This design comes from an exercise in tuning for small area, a short achievable clock period and few clock cycles on the open sky130 flow, not from production work. Only simulation tests tie the RTL to the original design; equivalence was not proved. Power figures rest on the tool's default switching activity, not on a simulated workload.

==> build 97: inputs <==
## rs_codec
module rs_codec (
    input  wire       clk,
    input  wire       rst,
    input  wire       in_valid,
    output wire       in_ready,
    input  wire [7:0] in_data,
    input  wire       in_mode,
    output wire       out_valid,
    output wire [7:0] out_data,
    output wire       out_ok,
    output wire       out_last
);
Settings: LEC_CHECK=0, CAP_MARGIN=30, CORE_MARGIN=2, CORE_UTILIZATION=45, CTS_CLUSTER_DIAMETER=60, CTS_CLUSTER_SIZE=25, SLEW_MARGIN=30; clock period 20.0 ns.
standard.sh (not shown) runs the stock make flow with config.mk's settings and CLKGATE_MAP_FILE= SYNTH_SCRIPT=/design/flow/synth_recipe.tcl, a recipe that flattens the netlist after the stock synthesis.
==> flow/flow/run.sh <==
#!/bin/bash
set -euo pipefail
bash standard.sh SETUP_SLACK_MARGIN=14.65 SKIP_GATE_CLONING=1 MATCH_CELL_FOOTPRINT=0 finish > make_finish.log 2>&1
==> trial 76 (differences from build 97) <==
--- a/flow/design.v
+++ b/flow/design.v
@@ -733,30 +733,33 @@
     always @* begin
         deg_cur = 6'd0;
         for (j = 0; j <= T; j = j + 1)
             if (lam[j] != 8'h00) deg_cur = j;
     end
     localparam integer CP   = 4;
     localparam integer CEND = (N + CP - 1) / CP - 1;
-    reg  [7:0] ce [0:CP-1];
-    reg  [4:0] cz;
+    reg  [7:0]    ce [0:CP-1];
+    reg  [CP-1:0] cz;            
     always @* begin
-        cz = 5'd0;
         for (i = 0; i < CP; i = i + 1) begin
             ce[i] = 8'h00;
             for (j = 0; j <= T; j = j + 1)
                 ce[i] = ce[i] ^ gf_mul(bpol[j], gf_apow(i * j));
-            if (ce[i] == 8'h00 && (cc != CEND || CP * CEND + i < N))
-                cz = cz + 5'd1;
+            cz[i] = (ce[i] == 8'h00) && (cc != CEND || CP * CEND + i < N);
         end
     end
-    wire       cnt_end   = (cc == CEND);
-    reg  [4:0] cz_q;             
-    reg        cfin;             
-    wire [4:0] nroots_nx = nroots + cz_q;
+    wire          cnt_end = (cc == CEND);
+    reg  [CP-1:0] cz_q;          
+    reg           cfin;          
+    reg  [4:0]    nroots_nx;
+    always @* begin
+        nroots_nx = nroots;
+        for (i = 0; i < CP; i = i + 1)
+            nroots_nx = nroots_nx + {4'd0, cz_q[i]};
+    end
     always @(posedge clk) begin
         chk <= 1'b0;
         if ((dstate == D_BM && ph != 2'd0) || om_act) begin
             if (ph == 2'd1) begin
                 pa <= h_dot;
                 for (j = 2; j < NP; j = j + 1) synd[j] <= synd[j+1];
                 synd[NP] <= synd[1];
@@ -826,15 +829,15 @@
             end
             D_CNT: begin
                 if (chk) begin
                     k  <= 6'd1;
                     ph <= 2'd1;
                     cc     <= 7'd0;
                     nroots <= 5'd0;
-                    cz_q   <= 5'd0;
+                    cz_q   <= {CP{1'b0}};
                     cfin   <= 1'b0;
                     for (j = 0; j <= T; j = j + 1) bpol[j] <= lam[j];
                     if (len > T || deg_cur != len) begin
                         dok    <= 1'b0;
                         dstate <= D_DONE;
                     end
                 end else if (cfin) begin
==> flow/flow/run.sh (replaced) <==
#!/bin/bash
set -euo pipefail
bash standard.sh SETUP_SLACK_MARGIN=14.75 SKIP_GATE_CLONING=1 finish > make_finish.log 2>&1
==> trial 54 (differences from build 97) <==
--- a/flow/design.v
+++ b/flow/design.v
@@ -733,30 +733,33 @@
     always @* begin
         deg_cur = 6'd0;
         for (j = 0; j <= T; j = j + 1)
             if (lam[j] != 8'h00) deg_cur = j;
     end
     localparam integer CP   = 4;
     localparam integer CEND = (N + CP - 1) / CP - 1;
-    reg  [7:0] ce [0:CP-1];
-    reg  [4:0] cz;
+    reg  [7:0]    ce [0:CP-1];
+    reg  [CP-1:0] cz;            
     always @* begin
-        cz = 5'd0;
         for (i = 0; i < CP; i = i + 1) begin
             ce[i] = 8'h00;
             for (j = 0; j <= T; j = j + 1)
                 ce[i] = ce[i] ^ gf_mul(bpol[j], gf_apow(i * j));
-            if (ce[i] == 8'h00 && (cc != CEND || CP * CEND + i < N))
-                cz = cz + 5'd1;
+            cz[i] = (ce[i] == 8'h00) && (cc != CEND || CP * CEND + i < N);
         end
     end
-    wire       cnt_end   = (cc == CEND);
-    reg  [4:0] cz_q;             
-    reg        cfin;             
-    wire [4:0] nroots_nx = nroots + cz_q;
+    wire          cnt_end = (cc == CEND);
+    reg  [CP-1:0] cz_q;          
+    reg           cfin;          
+    reg  [4:0]    nroots_nx;
+    always @* begin
+        nroots_nx = nroots;
+        for (i = 0; i < CP; i = i + 1)
+            nroots_nx = nroots_nx + {4'd0, cz_q[i]};
+    end
     always @(posedge clk) begin
         chk <= 1'b0;
         if ((dstate == D_BM && ph != 2'd0) || om_act) begin
             if (ph == 2'd1) begin
                 pa <= h_dot;
                 for (j = 2; j < NP; j = j + 1) synd[j] <= synd[j+1];
                 synd[NP] <= synd[1];
@@ -826,15 +829,15 @@
             end
             D_CNT: begin
                 if (chk) begin
                     k  <= 6'd1;
                     ph <= 2'd1;
                     cc     <= 7'd0;
                     nroots <= 5'd0;
-                    cz_q   <= 5'd0;
+                    cz_q   <= {CP{1'b0}};
                     cfin   <= 1'b0;
                     for (j = 0; j <= T; j = j + 1) bpol[j] <= lam[j];
                     if (len > T || deg_cur != len) begin
                         dok    <= 1'b0;
                         dstate <= D_DONE;
                     end
                 end else if (cfin) begin
==> flow/flow/run.sh (replaced) <==
#!/bin/bash
set -euo pipefail
bash standard.sh SETUP_SLACK_MARGIN=14.65 SKIP_GATE_CLONING=1 finish > make_finish.log 2>&1
==> summary of the runs <==
- Trial 54 completed, yet does not pass: antenna violations. Build 97 finished but failed the layout checks on antenna violations. Trial 76 finished with timing, DRC and antenna clean.
- The highest total power belongs to build 97, the lowest to trial 54.
- In synthesized area, trial 54 and build 97 hardly differ.
- Between build 97 and trial 54, the lower non-clock buffer count is in trial 54 (gap 80).
- Worst hold slack is about the same in trial 54 and trial 76.
- Cell area, highest first: build 97, trial 76, trial 54.
- The lowest fmax belongs to build 97, the highest to trial 76.
- Of trial 76 and trial 54, trial 76 has the higher clock skew (gap 3.6 ps).
- Cell count: trial 54 is lower than build 97 (1.0%).
- Sequential power is about the same in trial 54 and trial 76.
- First-iteration DRC count: trial 54 > trial 76 > build 97.
==> figures <==
| quantity | trial 76 | build 97 | trial 54 |
|---|---|---|---|
| Number of setup buffers added after CTS | 11 | 9 | 2 |
| Post-synthesis share of cell area spent on and, or, nand and nor gates | 0.105 | 0.109 | 0.105 |
| Mux share of post-synthesis cell area | 0.0256 | 0.0195 | 0.0256 |
| Via count | 129,413 | 131,935 | 129,746 |
| Critical path start-end classification | flip-flop to output port | flip-flop to flip-flop | flip-flop to output port |
| Worst setup slack for register-to-register paths | 14,710 ps | 14,500 ps | 14,680 ps |
| Run status | timing/DRC/antenna clean | finished with violations | finished with violations |
| Violated checks | - | antenna violations | antenna violations |
| Worst-case vdd ir drop | 0.000334 V | 0.000425 V | 0.000335 V |
| Area occupied by multi-input gates | 0.0839 mm2 | 0.0840 mm2 | 0.0838 mm2 |
| Die area | 0.404 mm2 | 0.405 mm2 | 0.404 mm2 |
| Remaining number of nets flagged by the antenna check after routing | 0 | 1 | 1 |
| Power Clock | 0.00589 W | 0.00613 W | 0.00589 W |
| Die Height | 636 um | 636 um | 636 um |
| DR WL met2 | 282,000 um | 292,000 um | 281,000 um |
| Part of the power in registers | 0.233 | 0.202 | 0.234 |
| NumNets Final | 16,308 | 16,512 | 16,296 |
| Combinational group power | 0.0212 W | 0.0265 W | 0.0212 W |
| Top cell type's share of synthesized area | 0.476 | 0.475 | 0.476 |
| Post-synthesis share of cell area spent on full adders, half adders and majority gates | 0.00532 | 0.00551 | 0.00532 |
| Distinct cell type count after synthesis | 96 | 100 | 96 |
| Non-clock buffer instance count of the final layout | 598 | 666 | 586 |
Testbench counts of build 97, summed over its fixed seeds: cycles 59,537.
Testbench counts of trial 76, summed over its fixed seeds: cycles 59,537.
Testbench counts of trial 54, summed over its fixed seeds: cycles 59,537.

[what the ideal ports hide]
Ports are ideal in the flow. The routed layouts listed here were re-timed in OpenROAD. Step 1, drivers: a clkbuf_16 drives clk and a buf_2 each remaining input, both assumed. Step 2, shift: input delay + t, output delay - t, t = (earliest + latest rising clock arrival at the registers) / 2. This alone moves slack from input paths to output paths. Slacks: ideal ports / drivers / drivers and shift; pairs: ideal ports / drivers.
run	t (ns)	setup WS [ns]	worst setup path after step 2	clock arrival spread, ns	worst slew at a driven data input, ns
build 97	1.040	14.500 / 14.436 / 13.727	input to register	0.082 / 0.083	0.21
trial 76	1.038	14.562 / 14.452 / 13.728	input to register	0.075 / 0.075	0.17
trial 54	1.058	14.553 / 14.433 / 13.734	input to register	0.069 / 0.069	0.17
The setup slack of trial 76, which loses most, moves by -0.110 ns with the drivers and by -0.834 ns with both steps.
